This is an optimization exercise on Yosys and OpenROAD, whose aim is small area, a short achievable clock period and few clock cycles, not a production implementation.
Where RTL was checked, it was by simulation tests only, not by an equivalence proof against the original.
Power figures rest on the tool's default switching activity, not on a simulated workload.

Setup of run 5:
Design wirecodec, start of the top module:
module wirecodec (
    input             clk,
    input             rst,
    input             cmd_valid,
    output            cmd_ready,
    input      [15:0] cmd_word,
    input      [31:0] cmd_arg,
    input      [15:0] cmd_len,
    input             din_valid,
    output            din_ready,
    input       [7:0] din_data,
    output            dout_valid,
    input             dout_ready,
    output      [7:0] dout_data,
    output            rsp_valid,
    input             rsp_ready,
    output      [3:0] rsp_status,
    output     [31:0] rsp_rval,
    output     [11:0] mem_raddr,
    input       [7:0] mem_rdata,
    output            mem_we,
    output     [11:0] mem_waddr,
    output      [7:0] mem_wdata
);
    localparam OP_NOP         = 6'h00;
    localparam OP_CFG_SET_ADDR= 6'h01;
    localparam OP_CFG_SET_PORT= 6'h02;
    localparam OP_CFG_SET_FMT = 6'h03;
    localparam OP_CFG_GET_ADDR= 6'h04;
    localparam OP_CFG_GET_PORT= 6'h05;
    localparam OP_CFG_GET_FMT = 6'h06;
    localparam OP_NEW         = 6'h08;
    localparam OP_MAKE        = 6'h09;
    localparam OP_SET_SRC     = 6'h0A;
    localparam OP_SET_DST     = 6'h0B;
  ...
clock: 8.0 ns
lec_check: 0
abc_area: 1
cap_margin: 20
core_margin: 2
core_utilization: 40
setup_slack_margin: 4.6
slew_margin: 20
standard.sh (not shown) runs the stock make flow with config.mk's settings and CLKGATE_MAP_FILE= SYNTH_SCRIPT=/design/flow/synth_recipe.tcl, a recipe that flattens the netlist after the stock synthesis.
==> flow/flow/run.sh <==
#!/bin/bash
# Standard ORFS layout (standard.sh), with the port buffers made from
# sky130_fd_sc_hd__buf_2 instead of the resizer's default choice.
set -euo pipefail
export BUFFER_PORTS_ARGS="-buffer_cell sky130_fd_sc_hd__buf_2"
bash standard.sh > standard_flow.log 2>&1
diff inputs: run 5 => run 1
--- a/flow/design.v
+++ b/flow/design.v
@@ -130,35 +130,20 @@
     function [10:0] din_start;
         input [5:0] o;
         begin
             case (o)
                 OP_MAKE, OP_CFG_SET_ADDR, OP_SET_DST: din_start = 11'd8;
                 OP_SET_PAYLOAD:                       din_start = 11'd20;
                 default:                              din_start = 11'd0;
             endcase
         end
     endfunction
-    function [10:0] first_rp;
-        input [5:0] o;
-        begin
-            case (o)
-                OP_MAKE, OP_CFG_SET_ADDR, OP_SET_DST, OP_GET_DST,
-                OP_CFG_GET_ADDR, OP_MATCH:              first_rp = 11'd8;
-                OP_SET_PAYLOAD:                         first_rp = 11'd20;
-                OP_GET_PORT, OP_CFG_GET_PORT:           first_rp = 11'd16;
-                OP_GET_FLAGS, OP_GET_FLAG, OP_SET_FLAG,
-                OP_XBEGIN:                              first_rp = 11'd17;
-                OP_GET_LEN, OP_GET_PAYLOAD:             first_rp = 11'd18;
-                default:                                first_rp = 11'd0;
-            endcase
-        end
-    endfunction
     wire d_writer = (op == OP_CFG_SET_ADDR) || (op == OP_NEW) || (op == OP_MAKE) ||
                     (op == OP_SET_SRC) || (op == OP_SET_DST) ||
                     (op == OP_SET_PAYLOAD) || (op == OP_DECODE) || (op == OP_RX);
     wire d_lim8  = (op == OP_SET_SRC);
     wire d_lim16 = (op == OP_SET_DST) || (op == OP_CFG_SET_ADDR);
     wire d_below = d_lim8  ? (dp < 11'd8) :
                    d_lim16 ? (dp < 11'd16) : (dp < 11'd1044);
     wire d_wen   = d_writer && d_below;
     wire [1:0] wslot = (op == OP_CFG_SET_ADDR) ? 2'd3 :
                        ((op == OP_SET_SRC) || (op == OP_SET_DST) ||
@@ -267,56 +252,38 @@
                     if (dpa < 11'd16) begin
                         st <= S_PAD;
                     end else begin
                         st  <= S_HDR;
                         rp  <= (op == OP_NEW) ? 11'd17 : 11'd18;
                     end
                 end
                 OP_DECODE: st <= S_POST;
                 OP_RX:     st <= n0 ? S_RSP : S_POST;
                 OP_MATCH: begin
-                    st <= S_CMP; infl <= 1'b0; fa_q <= 1'b1;
-                    if (n0) begin
-                        rs <= 2'd3; ph <= 1'b1;
-                    end else begin
-                        rs <= fsr; rp <= 11'd8; ph <= 1'b0;
-                    end
+                    st <= S_CMP; rs <= fsr; rp <= 11'd8; ph <= 1'b0;
+                    infl <= 1'b0; fa_q <= 1'b1;
                 end
                 OP_CFG_GET_ADDR, OP_GET_SRC, OP_GET_DST, OP_ENCODE: begin
-                    st <= S_DOUT; dp <= 11'd0; dv <= 1'b0;
+                    st <= S_DOUT; dp <= 11'd0; infl <= 1'b0; dv <= 1'b0;
+                    rs  <= (op == OP_CFG_GET_ADDR) ? 2'd3 : fsr;
+                    rp  <= (op == OP_GET_DST || op == OP_CFG_GET_ADDR) ? 11'd8 : 11'd0;
                     rem <= (op == OP_ENCODE) ? 16'd20 : 16'd8;
-                    if (n0) begin
-                        infl <= 1'b1; rp <= rp + 11'd1;
-                    end else begin
-                        infl <= 1'b0;
-                        rs  <= (op == OP_CFG_GET_ADDR) ? 2'd3 : fsr;
-                        rp  <= (op == OP_GET_DST || op == OP_CFG_GET_ADDR) ? 11'd8 : 11'd0;
-                    end
                 end
                 OP_GET_PORT, OP_GET_FLAGS, OP_GET_FLAG, OP_SET_FLAG,
                 OP_CFG_GET_PORT, OP_XBEGIN: begin
-                    if (n0) begin
-                        st <= S_RD2;
-                    end else begin
-                        st <= S_RD1;
-                        rs <= (op == OP_CFG_GET_PORT) ? 2'd3 :
-                              (op == OP_XBEGIN) ? fs0 : fsr;
-                        rp <= (op == OP_GET_PORT || op == OP_CFG_GET_PORT) ? 11'd16 : 11'd17;
-                    end
+                    st <= S_RD1;
+                    rs <= (op == OP_CFG_GET_PORT) ? 2'd3 :
+                          (op == OP_XBEGIN) ? fs0 : fsr;
+                    rp <= (op == OP_GET_PORT || op == OP_CFG_GET_PORT) ? 11'd16 : 11'd17;
                 end
                 OP_GET_LEN, OP_GET_PAYLOAD: begin
-                    st <= S_RDS;
-                    if (n0) begin
-                        dp <= 11'd1; rp <= rp + 11'd1;
-                    end else begin
-                        rs <= fsr; dp <= 11'd0; rp <= 11'd18;
-                    end
+                    st <= S_RDS; rs <= fsr; dp <= 11'd0; rp <= 11'd18;
                 end
                 OP_XNEXT: begin
                     if (sact) begin
                         st <= S_RDS; rs <= fs0; dp <= 11'd0; rp <= soff + 11'd38;
                     end else begin
                         st <= S_RSP;
                     end
                 end
                 default: st <= S_RSP;
                 endcase
@@ -356,24 +323,22 @@
                 end
             end
             S_IDLE: begin
                 if (cmd_valid) begin
                     op   <= in_opx;
                     rr   <= in_r;
                     vv   <= cmd_word[8];
                     ix   <= cmd_word[2:0];
                     rem  <= cmd_len;
                     dp   <= din_start(in_op);
-                    rp   <= first_rp(in_op);
-                    rs   <= (in_op == OP_XBEGIN) ? fs0 :
-                            (in_op >= OP_SET_FLAG && in_op <= OP_MATCH &&
-                             in_op != OP_DECODE && in_op != OP_RX) ? in_fsr : 2'd3;
+                    rp   <= din_start(in_op);
+                    rs   <= 2'd3;
                     fa_q <= 1'b1;
                     ft_q <= 1'b0;
                     tmp  <= 12'd0;
                     if (!in_illegal &&
                         (in_op == OP_CFG_SET_PORT || in_op == OP_NEW ||
                          in_op == OP_MAKE || in_op == OP_SET_PORT ||
                          in_op == OP_SET_FLAGS))
                         we_r <= 1'b1;
                     st <= (cmd_len != 16'd0) ? S_DIN : S_DEC;
                     if (in_op == OP_XNEXT && cmd_word[9:0] == 10'd0 &&
==> comparison <==
Taking run 5 as the reference, in run 1 die extent in y now sits lower, met1 wire length now sits lower, setup clock skew after layout now sits higher, critical path depth now sits higher, wire length per cell after detailed routing now sits lower. Looking at number of antenna violations at the first check in global routing across run 5 and run 1, the one that comes out lower is run 5. Taking run 5 as the reference, in run 1 clock network power consumption picked up an extra about 2%, routed wire length lost 3.4%, combinational share of power lost 1.4 points.
Testbench counts of run 1, summed over its fixed seeds: cycles 337,368.
Only the layout flow was run in run 5; the RTL was not checked for function there.

========
the previous run:
Another version of the RTL of wirecodec (not shown whole).
For scale: roughly 120 flip-flops, about 170 I/O pins, about 14,000 um2 of cells after synthesis.
==> flow/design.v (excerpt) <==
module wirecodec (
    input             clk,
    input             rst,
    input             cmd_valid,
    output            cmd_ready,
    input      [15:0] cmd_word,
    input      [31:0] cmd_arg,
    input      [15:0] cmd_len,
    input             din_valid,
    output            din_ready,
    input       [7:0] din_data,
    output            dout_valid,
    input             dout_ready,
    output      [7:0] dout_data,
    output            rsp_valid,
    input             rsp_ready,
    output      [3:0] rsp_status,
    output     [31:0] rsp_rval,
    output     [11:0] mem_raddr,
    input       [7:0] mem_rdata,
    output            mem_we,
    output     [11:0] mem_waddr,
    output      [7:0] mem_wdata
);
Settings: LEC_CHECK=0, ABC_AREA=1, CAP_MARGIN=20, CORE_MARGIN=2, CORE_UTILIZATION=40, SETUP_SLACK_MARGIN=4.6, SLEW_MARGIN=20; clock period 8.0 ns.
run.sh (not shown) runs the stock make flow with config.mk's settings and CLKGATE_MAP_FILE= SYNTH_SCRIPT=/design/flow/synth_recipe.tcl, a recipe that flattens the netlist after the stock synthesis.
Stock flow here: none of the scripts above is used.
diff inputs: the previous run => the current run
-- flow/design.v --
<<< the previous run, line 203
    wire o_done = o_fire && o_last;
    wire [10:0] pl      = tmp[10:0];
    wire        p_cmp   = ({5'd0, pl} <= rem);
    wire        p_ok    = !tmp[11] && !(pl[10] && |pl[9:0]) &&
                          (dp > 11'd20 ? ph : (dp == 11'd20 && p_cmp));
    wire        c_eq    = (wd_r == mem_rdata);
    wire        x_ok  = !ft_q && (rem[15:11] == 5'd0) && (rem[10:0] <= tmp[10:0]);
>>> the current run, line 203
    wire o_done = o_fire && o_last;
    wire [10:0] pl      = tmp[10:0];
    wire [11:0] p_diff  = {1'b0, dp} - {1'b0, pl};
    wire        p_ok    = !tmp[11] && !(pl[10] && |pl[9:0]) && !ph &&
                          (rp >= 11'd20);
    wire        c_eq    = (wd_r == mem_rdata);
    wire        x_ok  = !ft_q && (rem[15:11] == 5'd0) && (rem[10:0] <= tmp[10:0]);
<<< the previous run, line 353
            S_DEC: setup(dp, rem == 16'd0);
            S_DIN: begin
                if (dp == 11'd20) ph <= p_cmp;
                if (din_valid) begin
                    rem <= rem - 16'd1;
>>> the current run, line 353
            S_DEC: setup(dp, rem == 16'd0);
            S_DIN: begin
                if (din_valid) begin
                    rem <= rem - 16'd1;
<<< the previous run, line 408
            end
            S_POST: begin
                if (p_ok) begin
                    if (op == OP_RX && vv && !(fa_q && ft_q)) begin
>>> the current run, line 407
            end
            S_POST: begin
                rp <= p_diff[10:0];
                ph <= p_diff[11];
                st <= S_POST1;
            end
            S_POST1: begin
                if (p_ok) begin
                    if (op == OP_RX && vv && !(fa_q && ft_q)) begin
--- outcome ---
Re hold slack: the current run and the previous run aren't equal, and the lower value belongs to the current run. Taking the previous run as the reference, in the current run overall routing resource usage rose 0.99 points; number of antenna violations at the first check in global routing fell 2; fmax about even. Sort the current run and the previous run by longest individual stage delay on the worst path, ascending, and the previous run comes first. Worst setup slack: the previous run vs the current run, no meaningful difference. Taking the previous run as the reference, in the current run design area picked up an extra 0.55%; proportion of total power due to net switching climbed 0.97 points; routed wire length shows an increase of 2.6%. The lower relative contribution of the clock network to total power of the current run and the previous run is in the current run. Min critical path depth across the current run and the previous run: the previous run. The current run and the previous run ended up with nearly the same register share of the cell area. Max-capacitance violation count: the previous run vs the current run identical.
Function was not checked in any run of this note: the RTL went through the layout flow alone.

==> afterwards: timing with drivers on the ports <==
Ports are ideal in the flow. The routed layouts listed here were re-timed in OpenROAD. Step 1 (the two cells are an assumption about what drives the block):
set clk [get_ports {clk}]
set_driving_cell -lib_cell sky130_fd_sc_hd__clkbuf_16 $clk
set_driving_cell -lib_cell sky130_fd_sc_hd__buf_2 [delete_from_list [all_inputs] $clk]
Step 2, shift: input delay + t, output delay - t, t = (earliest + latest rising clock arrival at the registers) / 2. This alone moves slack from input paths to output paths. a / b / c = ideal ports / drivers / drivers and shift; a / b = the first two.
| run | shift t [ns] | setup slack, ns | worst setup path after step 2 | clock arrival spread, ns | slew at the worst register clock pin (ns) |
|---|---|---|---|---|---|
| run 5 | 0.526 | 4.576 / 4.557 / 4.186 | input to register | 0.014 / 0.013 | 0.07 / 0.07 |
| run 1 | 0.524 | 4.553 / 4.553 / 4.136 | input to register | 0.019 / 0.019 | 0.07 / 0.07 |
| the previous run | 0.516 | 4.584 / 4.575 / 4.100 | input to register | 0.018 / 0.018 | 0.08 / 0.08 |
| the current run | 0.511 | 4.583 / 4.553 / 4.143 | input to register | 0.014 / 0.014 | 0.07 / 0.07 |
After both steps every run listed still meets setup and hold. For the previous run, which loses most, drivers alone change the setup slack by -0.009 ns; drivers and shift together by -0.484 ns.
